What follows belongs to an exercise in optimizing a design on an open flow for small area, a short achievable clock period and few clock cycles; a production flow would make more cautious choices.
Only simulation tests tie the RTL to the original design; equivalence was not proved.
No activity file was given, so power comes from the tool's default toggle rates.

juniper:
==> flow/design.v <==
module bod_framer #(
    parameter FB_CAP    = 64,       
    parameter MAX_FRAME = 80,       
    parameter [7:0] DATA_TERM = 8'h03
) (
    input  wire       clk,
    input  wire       rst,
    input  wire       cp_req_valid,
    output wire       cp_req_ready,
    input  wire [7:0] cp_req_data,
    output wire       cp_rsp_valid,
    input  wire       cp_rsp_ready,
    output wire [7:0] cp_rsp_data
);
    localparam AW = $clog2(FB_CAP);
    localparam DB = MAX_FRAME - 1;       
    localparam [7:0] OP_ENC = 8'h20, OP_DEC = 8'h21, OP_FBPUSH = 8'h30,
                     OP_VALIDATE = 8'h31, OP_FBCLEAR = 8'h32, OP_BVAL = 8'h40,
                     OP_BDATA = 8'h41, OP_STAT = 8'h60;
    localparam [7:0] ST_OK = 8'h00, ST_NEED = 8'h01, ST_CSUM = 8'h02,
                     ST_FULL = 8'h05, ST_TOO_LONG = 8'h06, ST_BAD_DIGIT = 8'h07,
                     ST_NONCANON = 8'h08, ST_ILLEGAL = 8'h0F;
    localparam [7:0] STX = 8'h02, ETX = 8'h03;
    localparam [2:0] S_OPC = 3'd0, S_OPND = 3'd1, S_LEN = 3'd2, S_DATA = 3'd3,
                     S_WAITV = 3'd4, S_RESP = 3'd5;
    localparam [2:0] C_ENC = 3'd0, C_DEC = 3'd1, C_PUSH = 3'd2, C_VAL = 3'd3,
                     C_BVAL = 3'd4, C_BDATA = 3'd5, C_STAT = 3'd6, C_ONE = 3'd7;
    reg [2:0]  state;
    reg [2:0]  cls;
    reg        ready_r, valid_r;
    reg [7:0]  out_q;            
    reg [7:0]  cnt;              
    reg [6:0]  ptr;              
    reg [3:0]  idx;              
    reg        err;              
    reg [7:0]  r1, r2, r3;       
    reg [7:0]    fbuf [0:FB_CAP-1];
    reg [AW-1:0] fb_head;
    reg [AW:0]   fb_len;
    reg [15:0]   cerr;
    reg [7:0] dbuf [0:DB-1];
    reg          sc_found;       
    reg          sc_stx;         
    reg          sc_apend;       
    reg [AW:0]   sc_off;         
    reg [AW-1:0] sc_ptr;         
    reg [AW-1:0] sc_s;           
    reg [6:0]    sc_flen;        
    reg [7:0]    sc_x;           
    reg [7:0]    sc_prev;        
    reg [7:0]    sc_a;           
    assign cp_req_ready = ready_r & ~rst;
    assign cp_rsp_valid = valid_r & ~rst;
    assign cp_rsp_data  = out_q;
    wire req_fire = cp_req_valid & ready_r;
    wire rsp_fire = cp_rsp_ready & valid_r;
    wire [7:0] din = cp_req_data;
    wire [7:0] w3 = dbuf[0], w2 = dbuf[1], w1 = dbuf[2], w0 = dbuf[3];
    wire [7:0] enc0 = {1'b0, {3{w3[7]}}, w3[7:4]} + 8'd32;
    wire [7:0] enc1 = {1'b0, w3[3:0], w2[7:5]} + 8'd32;
    wire [7:0] enc2 = {1'b0, w2[4:0], w1[7:6]} + 8'd32;
    wire [7:0] enc3 = {1'b0, w1[5:0], w0[7]} + 8'd32;
    wire [7:0] enc4 = {1'b0, w0[6:0]} + 8'd32;
    wire [7:0] bval_k = (enc0 ^ enc1 ^ enc2 ^ enc3 ^ enc4) | 8'h80;
    function digit_ok(input [7:0] d);
        digit_ok = (d >= 8'd32) && (d <= 8'd159);
    endfunction
    wire [6:0] g0 = dbuf[0][6:0] - 7'd32;
    wire [6:0] g1 = dbuf[1][6:0] - 7'd32;
    wire [6:0] g2 = dbuf[2][6:0] - 7'd32;
    wire [6:0] g3 = dbuf[3][6:0] - 7'd32;
    wire [6:0] g4 = dbuf[4][6:0] - 7'd32;
    wire [31:0] dec_val = {g0[3:0], g1, g2, g3, g4};
    wire dec_bad = !(digit_ok(dbuf[0]) && digit_ok(dbuf[1]) && digit_ok(dbuf[2]) &&
                     digit_ok(dbuf[3]) && digit_ok(din));
    wire [6:0] dg0 = dbuf[0][6:0] - 7'd32;
    wire dec_canon = (dg0[6:3] == 4'b0000) || (dg0[6:3] == 4'b1111);
    reg rd_rsp;
    wire [AW-1:0] rd_addr = rd_rsp ? ptr[AW-1:0] : sc_ptr;
    wire [7:0] rd_b = fbuf[rd_addr];
    reg [7:0] rd_d;
    integer di;
    always @(*) begin
        rd_d = 8'h00;
        for (di = 0; di < DB; di = di + 1)
            rd_d = rd_d | (dbuf[di] & {8{ptr == di}});
    end
    wire sc_idle = sc_found || (sc_off == fb_len);
    wire val_go = sc_idle && ((state == S_OPC && req_fire && din == OP_VALIDATE) ||
                              state == S_WAITV);
    wire sc_step = !sc_found && (sc_off != fb_len) && !rd_rsp;
    wire [7:0] sc_kc = sc_apend ? 8'h80 : ((sc_x ^ sc_prev) | 8'h80);
    wire sc_ok = (sc_kc == sc_prev);
    wire [AW-1:0] fb_tail = fb_head + fb_len[AW-1:0];
    wire fb_full = fb_len[AW];
    reg [7:0] nxt;
    always @(*) begin
        nxt = 8'h00;
        case (cls)
        C_ENC: case (idx)
            4'd0: nxt = enc0;
            4'd1: nxt = enc1;
            4'd2: nxt = enc2;
            4'd3: nxt = enc3;
            default: nxt = enc4;
            endcase
        C_DEC: if (!err) case (idx)
            4'd0: nxt = dec_val[31:24];
            4'd1: nxt = dec_val[23:16];
            4'd2: nxt = dec_val[15:8];
            default: nxt = dec_val[7:0];
            endcase
        C_PUSH: nxt = {1'b0, ptr};
        C_VAL: if (idx >= 4'd4) begin
                if (cnt == 8'd1) nxt = ETX;
                else if (cnt == 8'd2) nxt = r3;
                else if (idx == 4'd4) nxt = STX;
                else if (idx == 4'd5) nxt = r1;
                else nxt = rd_b;
            end else case (idx)
            4'd0: nxt = r1;
            4'd1: nxt = err ? r2 : ((r1 < 8'd10) ? 8'hFF : 8'h00);
            4'd2: nxt = r1 - 8'd10;
            default: nxt = r2;
            endcase
        C_BVAL: case (idx)
            4'd0: nxt = 8'h08;
            4'd1: nxt = STX;
            4'd2: nxt = enc0;
            4'd3: nxt = enc1;
            4'd4: nxt = enc2;
            4'd5: nxt = enc3;
            4'd6: nxt = enc4;
            4'd7: nxt = bval_k;
            default: nxt = ETX;
            endcase
        C_BDATA: if (idx == 4'd0) nxt = {1'b0, ptr} + 8'd1;
            else if (cnt == 8'd1) nxt = DATA_TERM;
            else nxt = rd_d;
        C_STAT: case (idx)
            4'd0: nxt = {1'b0, fb_len};
            4'd1: nxt = cerr[15:8];
            4'd2: nxt = cerr[7:0];
            default: nxt = 8'h00;
            endcase
        default: nxt = 8'h00;
        endcase
    end
    always @(posedge clk) begin
        if (state == S_DATA && cls == C_PUSH && !fb_full)
            fbuf[fb_tail] <= din;
        if (state == S_OPND || (state == S_DATA && cls == C_BDATA && !err))
            dbuf[ptr] <= din;
    end
    always @(posedge clk) begin
        if (rst) begin
            state    <= S_OPC;
            rd_rsp   <= 1'b0;
            ready_r  <= 1'b1;
            valid_r  <= 1'b0;
            fb_head  <= {AW{1'b0}};
            fb_len   <= {(AW+1){1'b0}};
            cerr     <= 16'd0;
            sc_found <= 1'b0;
            sc_stx   <= 1'b0;
            sc_apend <= 1'b0;
            sc_off   <= {(AW+1){1'b0}};
            sc_ptr   <= {AW{1'b0}};
        end else begin
            if (sc_step) begin
                sc_off <= sc_off + 1'b1;
                sc_ptr <= sc_ptr + 1'b1;
                sc_flen <= sc_flen + 7'd1;
                if (!(rd_b == ETX && sc_stx)) sc_prev <= rd_b;
                if (rd_b == STX) begin
                    sc_stx <= 1'b1;
                    sc_apend <= 1'b1;
                    sc_s <= sc_ptr;
                    sc_flen <= 7'd1;
                    sc_x <= 8'd0;
                end else if (rd_b == ETX && sc_stx) begin
                    sc_found <= 1'b1;
                end else begin
                    sc_x <= sc_x ^ rd_b;
                    if (sc_apend) begin
                        sc_a <= rd_b;
                        sc_apend <= 1'b0;
                    end
                end
            end
            case (state)
            S_OPC: if (req_fire) begin
                ptr <= 7'd0;
                idx <= 4'd0;
                case (din)
                OP_ENC, OP_BVAL: begin
                    cls <= (din == OP_ENC) ? C_ENC : C_BVAL;
                    cnt <= 8'd4;
                    state <= S_OPND;
                end
                OP_DEC: begin
                    cls <= C_DEC;
                    cnt <= 8'd5;
                    state <= S_OPND;
                end
                OP_FBPUSH, OP_BDATA: begin
                    cls <= (din == OP_FBPUSH) ? C_PUSH : C_BDATA;
                    state <= S_LEN;
                end
                OP_VALIDATE: begin
                    cls <= C_VAL;
                    ready_r <= 1'b0;
                    state <= S_WAITV;
                end
                OP_STAT: begin
                    cls <= C_STAT;
                    ready_r <= 1'b0;
                    valid_r <= 1'b1;
                    out_q <= ST_OK;
                    cnt <= 8'd5;
                    state <= S_RESP;
                end
                default: begin   
                    cls <= C_ONE;
                    ready_r <= 1'b0;
                    valid_r <= 1'b1;
                    out_q <= (din == OP_FBCLEAR) ? ST_OK : ST_ILLEGAL;
                    cnt <= 8'd0;
                    state <= S_RESP;
                    if (din == OP_FBCLEAR) begin
                        fb_len <= {(AW+1){1'b0}};
                        sc_found <= 1'b0;
                        sc_stx <= 1'b0;
                        sc_apend <= 1'b0;
                        sc_off <= {(AW+1){1'b0}};
                        sc_ptr <= fb_head;
                    end
                end
                endcase
            end
            S_OPND: if (req_fire) begin
                ptr <= ptr + 7'd1;
                cnt <= cnt - 8'd1;
                if (cnt == 8'd1) begin
                    ready_r <= 1'b0;
                    valid_r <= 1'b1;
                    state <= S_RESP;
                    case (cls)
                    C_DEC: begin
                        err <= dec_bad;
                        out_q <= dec_bad ? ST_BAD_DIGIT : (dec_canon ? ST_OK : ST_NONCANON);
                        cnt <= 8'd4;
                    end
                    C_ENC: begin out_q <= ST_OK; cnt <= 8'd5; end
                    default: begin out_q <= ST_OK; cnt <= 8'd9; end
                    endcase
                end
            end
            S_LEN: if (req_fire) begin
                cnt <= din;
                err <= (cls == C_BDATA) && (din >= MAX_FRAME);
                if (din == 8'd0) begin
                    ready_r <= 1'b0;
                    valid_r <= 1'b1;
                    out_q <= ST_OK;
                    cnt <= (cls == C_PUSH) ? 8'd1 : 8'd2;
                    state <= S_RESP;
                end else
                    state <= S_DATA;
            end
            S_DATA: if (req_fire) begin
                cnt <= cnt - 8'd1;
                if (cls == C_PUSH) begin
                    if (fb_full) err <= 1'b1;
                    else begin
                        fb_len <= fb_len + 1'b1;
                        ptr <= ptr + 7'd1;
                    end
                end else if (!err)
                    ptr <= ptr + 7'd1;
                if (cnt == 8'd1) begin
                    ready_r <= 1'b0;
                    valid_r <= 1'b1;
                    state <= S_RESP;
                    if (cls == C_PUSH) begin
                        out_q <= (err || fb_full) ? ST_FULL : ST_OK;
                        cnt <= 8'd1;
                    end else begin
                        out_q <= err ? ST_TOO_LONG : ST_OK;
                        cnt <= err ? 8'd0 : {1'b0, ptr} + 8'd3;
                    end
                end
            end
            S_RESP: if (rsp_fire) begin
                if (cnt == 8'd0) begin
                    rd_rsp <= 1'b0;
                    valid_r <= 1'b0;
                    ready_r <= 1'b1;
                    state <= S_OPC;
                end else begin
                    out_q <= nxt;
                    cnt <= cnt - 8'd1;
                    rd_rsp <= (cls == C_VAL) && !err && (idx >= 4'd5) && (cnt > 8'd3);
                    if (idx != 4'd15) idx <= idx + 4'd1;
                    if (rd_rsp || (cls == C_BDATA && idx != 4'd0))
                        ptr <= ptr + 7'd1;
                    else if (cls == C_BDATA)
                        ptr <= 7'd0;
                end
            end
            S_WAITV: ;
            default: state <= S_OPC;
            endcase
            if (val_go) begin
                valid_r <= 1'b1;
                state <= S_RESP;
                if (sc_found) begin
                    fb_head <= sc_ptr;
                    fb_len <= fb_len - sc_off;
                    sc_found <= 1'b0;
                    sc_stx <= 1'b0;
                    sc_apend <= 1'b0;
                    sc_off <= {(AW+1){1'b0}};
                    ptr <= {1'b0, sc_s + 2'd2};
                    r3 <= sc_prev;
                    err <= !sc_ok;
                    if (sc_ok) begin
                        out_q <= ST_OK;
                        cnt <= {1'b0, sc_flen} + 8'd4;
                        r1 <= sc_a;
                        r2 <= {1'b0, sc_flen};
                    end else begin
                        out_q <= ST_CSUM;
                        cnt <= 8'd2;
                        r1 <= sc_kc;
                        r2 <= sc_prev;
                        if (cerr != 16'hFFFF) cerr <= cerr + 16'd1;
                    end
                end else begin
                    out_q <= ST_NEED;
                    cnt <= 8'd0;
                end
            end
        end
    end
endmodule
==> flow/config.mk <==
export PLATFORM = sky130hd
export DESIGN_NAME = bod_framer
export DESIGN_NICKNAME = bod_framer
export VERILOG_FILES = /design/flow/design.v
export SDC_FILE = /design/flow/constraint.sdc
export NUM_CORES = 4
export LEC_CHECK = 0
export CAP_MARGIN = 20
export CORE_MARGIN = 2
export CORE_UTILIZATION = 40
export SLEW_MARGIN = 20
==> flow/constraint.sdc <==
create_clock -name core_clock -period 10.0 [get_ports {clk}]
set_input_delay 2.0000 -clock core_clock [delete_from_list [all_inputs] [get_ports {clk}]]
set_output_delay 2.0000 -clock core_clock [all_outputs]
set_load 0.01 [all_outputs]
run.sh (not shown) runs the stock make flow with config.mk's settings and CLKGATE_MAP_FILE= SYNTH_SCRIPT=/design/flow/synth_recipe.tcl, a recipe that flattens the netlist after the stock synthesis.
juniper: no failed stages, no open violations at the end
Testbench counts of juniper, summed over its fixed seeds: cycles 178,481.
For fjord, these inputs were changed with respect to juniper:
--- a/flow/design.v
+++ b/flow/design.v
@@ -33,7 +33,7 @@
     reg [6:0]  ptr;              
     reg [3:0]  idx;              
     reg        err;              
-    reg [7:0]  r1, r2, r3;       
+    reg [7:0]  r1, r2;           
     reg [7:0]    fbuf [0:FB_CAP-1];
     reg [AW-1:0] fb_head;
     reg [AW:0]   fb_len;
@@ -75,16 +75,9 @@
                      digit_ok(dbuf[3]) && digit_ok(din));
     wire [6:0] dg0 = dbuf[0][6:0] - 7'd32;
     wire dec_canon = (dg0[6:3] == 4'b0000) || (dg0[6:3] == 4'b1111);
-    reg rd_rsp;
+    wire rd_rsp = (state == S_RESP) && (cls == C_VAL) && !err && (idx >= 4'd4);
     wire [AW-1:0] rd_addr = rd_rsp ? ptr[AW-1:0] : sc_ptr;
     wire [7:0] rd_b = fbuf[rd_addr];
-    reg [7:0] rd_d;
-    integer di;
-    always @(*) begin
-        rd_d = 8'h00;
-        for (di = 0; di < DB; di = di + 1)
-            rd_d = rd_d | (dbuf[di] & {8{ptr == di}});
-    end
     wire sc_idle = sc_found || (sc_off == fb_len);
     wire val_go = sc_idle && ((state == S_OPC && req_fire && din == OP_VALIDATE) ||
                               state == S_WAITV);
@@ -111,13 +104,8 @@
             default: nxt = dec_val[7:0];
             endcase
         C_PUSH: nxt = {1'b0, ptr};
-        C_VAL: if (idx >= 4'd4) begin
-                if (cnt == 8'd1) nxt = ETX;
-                else if (cnt == 8'd2) nxt = r3;
-                else if (idx == 4'd4) nxt = STX;
-                else if (idx == 4'd5) nxt = r1;
-                else nxt = rd_b;
-            end else case (idx)
+        C_VAL: if (idx >= 4'd4) nxt = rd_b;
+            else case (idx)
             4'd0: nxt = r1;
             4'd1: nxt = err ? r2 : ((r1 < 8'd10) ? 8'hFF : 8'h00);
             4'd2: nxt = r1 - 8'd10;
@@ -136,7 +124,7 @@
             endcase
         C_BDATA: if (idx == 4'd0) nxt = {1'b0, ptr} + 8'd1;
             else if (cnt == 8'd1) nxt = DATA_TERM;
-            else nxt = rd_d;
+            else nxt = dbuf[ptr];
         C_STAT: case (idx)
             4'd0: nxt = {1'b0, fb_len};
             4'd1: nxt = cerr[15:8];
@@ -147,15 +135,14 @@
         endcase
     end
     always @(posedge clk) begin
-        if (state == S_DATA && cls == C_PUSH && !fb_full)
+        if (req_fire && state == S_DATA && cls == C_PUSH && !fb_full)
             fbuf[fb_tail] <= din;
-        if (state == S_OPND || (state == S_DATA && cls == C_BDATA && !err))
+        if (req_fire && (state == S_OPND || (state == S_DATA && cls == C_BDATA && !err)))
             dbuf[ptr] <= din;
     end
     always @(posedge clk) begin
         if (rst) begin
             state    <= S_OPC;
-            rd_rsp   <= 1'b0;
             ready_r  <= 1'b1;
             valid_r  <= 1'b0;
             fb_head  <= {AW{1'b0}};
@@ -293,16 +280,14 @@
             end
             S_RESP: if (rsp_fire) begin
                 if (cnt == 8'd0) begin
-                    rd_rsp <= 1'b0;
                     valid_r <= 1'b0;
                     ready_r <= 1'b1;
                     state <= S_OPC;
                 end else begin
                     out_q <= nxt;
                     cnt <= cnt - 8'd1;
-                    rd_rsp <= (cls == C_VAL) && !err && (idx >= 4'd5) && (cnt > 8'd3);
                     if (idx != 4'd15) idx <= idx + 4'd1;
-                    if (rd_rsp || (cls == C_BDATA && idx != 4'd0))
+                    if ((cls == C_VAL && idx >= 4'd4) || (cls == C_BDATA && idx != 4'd0))
                         ptr <= ptr + 7'd1;
                     else if (cls == C_BDATA)
                         ptr <= 7'd0;
@@ -321,8 +306,7 @@
                     sc_stx <= 1'b0;
                     sc_apend <= 1'b0;
                     sc_off <= {(AW+1){1'b0}};
-                    ptr <= {1'b0, sc_s + 2'd2};
-                    r3 <= sc_prev;
+                    ptr <= {1'b0, sc_s};
                     err <= !sc_ok;
                     if (sc_ok) begin
                         out_q <= ST_OK;
Findings:
On layout cell share with drive strength beyond 1, the higher figure sits with fjord, not juniper. [fjord vs juniper] share of the cycle needed by the critical path after routing: higher in fjord. On met2 capacity usage during global routing: fjord sits below juniper. When fjord is measured against juniper, its total iterations of the first detailed-routing run turns out 1 higher. [fjord] power rose 5.2% relative to juniper. Row worst slack at placement: fjord lower / juniper higher. Final critical-path setup slack is higher on juniper. Worst path arrival time: fjord > juniper. Number of fill cells in the layout: juniper and fjord compared, higher one is juniper. Die size: fjord is under juniper.
Testbench counts of fjord, summed over its fixed seeds: cycles 183,195.

-- port drivers added, routing unchanged --
No port has a modelled driver above. Below, the same layouts with a new extraction and two added sets of constraints.
Step 1 assumes that a clkbuf_16 drives the clock port and a buf_2 every other input.
Step 2, shift: input delay + t, output delay - t, t = (earliest + latest rising clock arrival at the registers) / 2. This alone moves slack from input paths to output paths.
Slacks: ideal ports / drivers / drivers and shift; pairs: ideal ports / drivers.
| run | t, ns | slack for setup (ns) | latest minus earliest clock arrival (ns) | worst register clock-pin slew, ns |
|---|---|---|---|---|
| juniper | 0.845 | 3.971 / 3.971 / 3.971 | 0.032 / 0.033 | 0.07 / 0.07 |
| fjord | 0.849 | 3.015 / 3.015 / 3.015 | 0.023 / 0.024 | 0.07 / 0.07 |
After both steps every run listed still meets setup and hold.
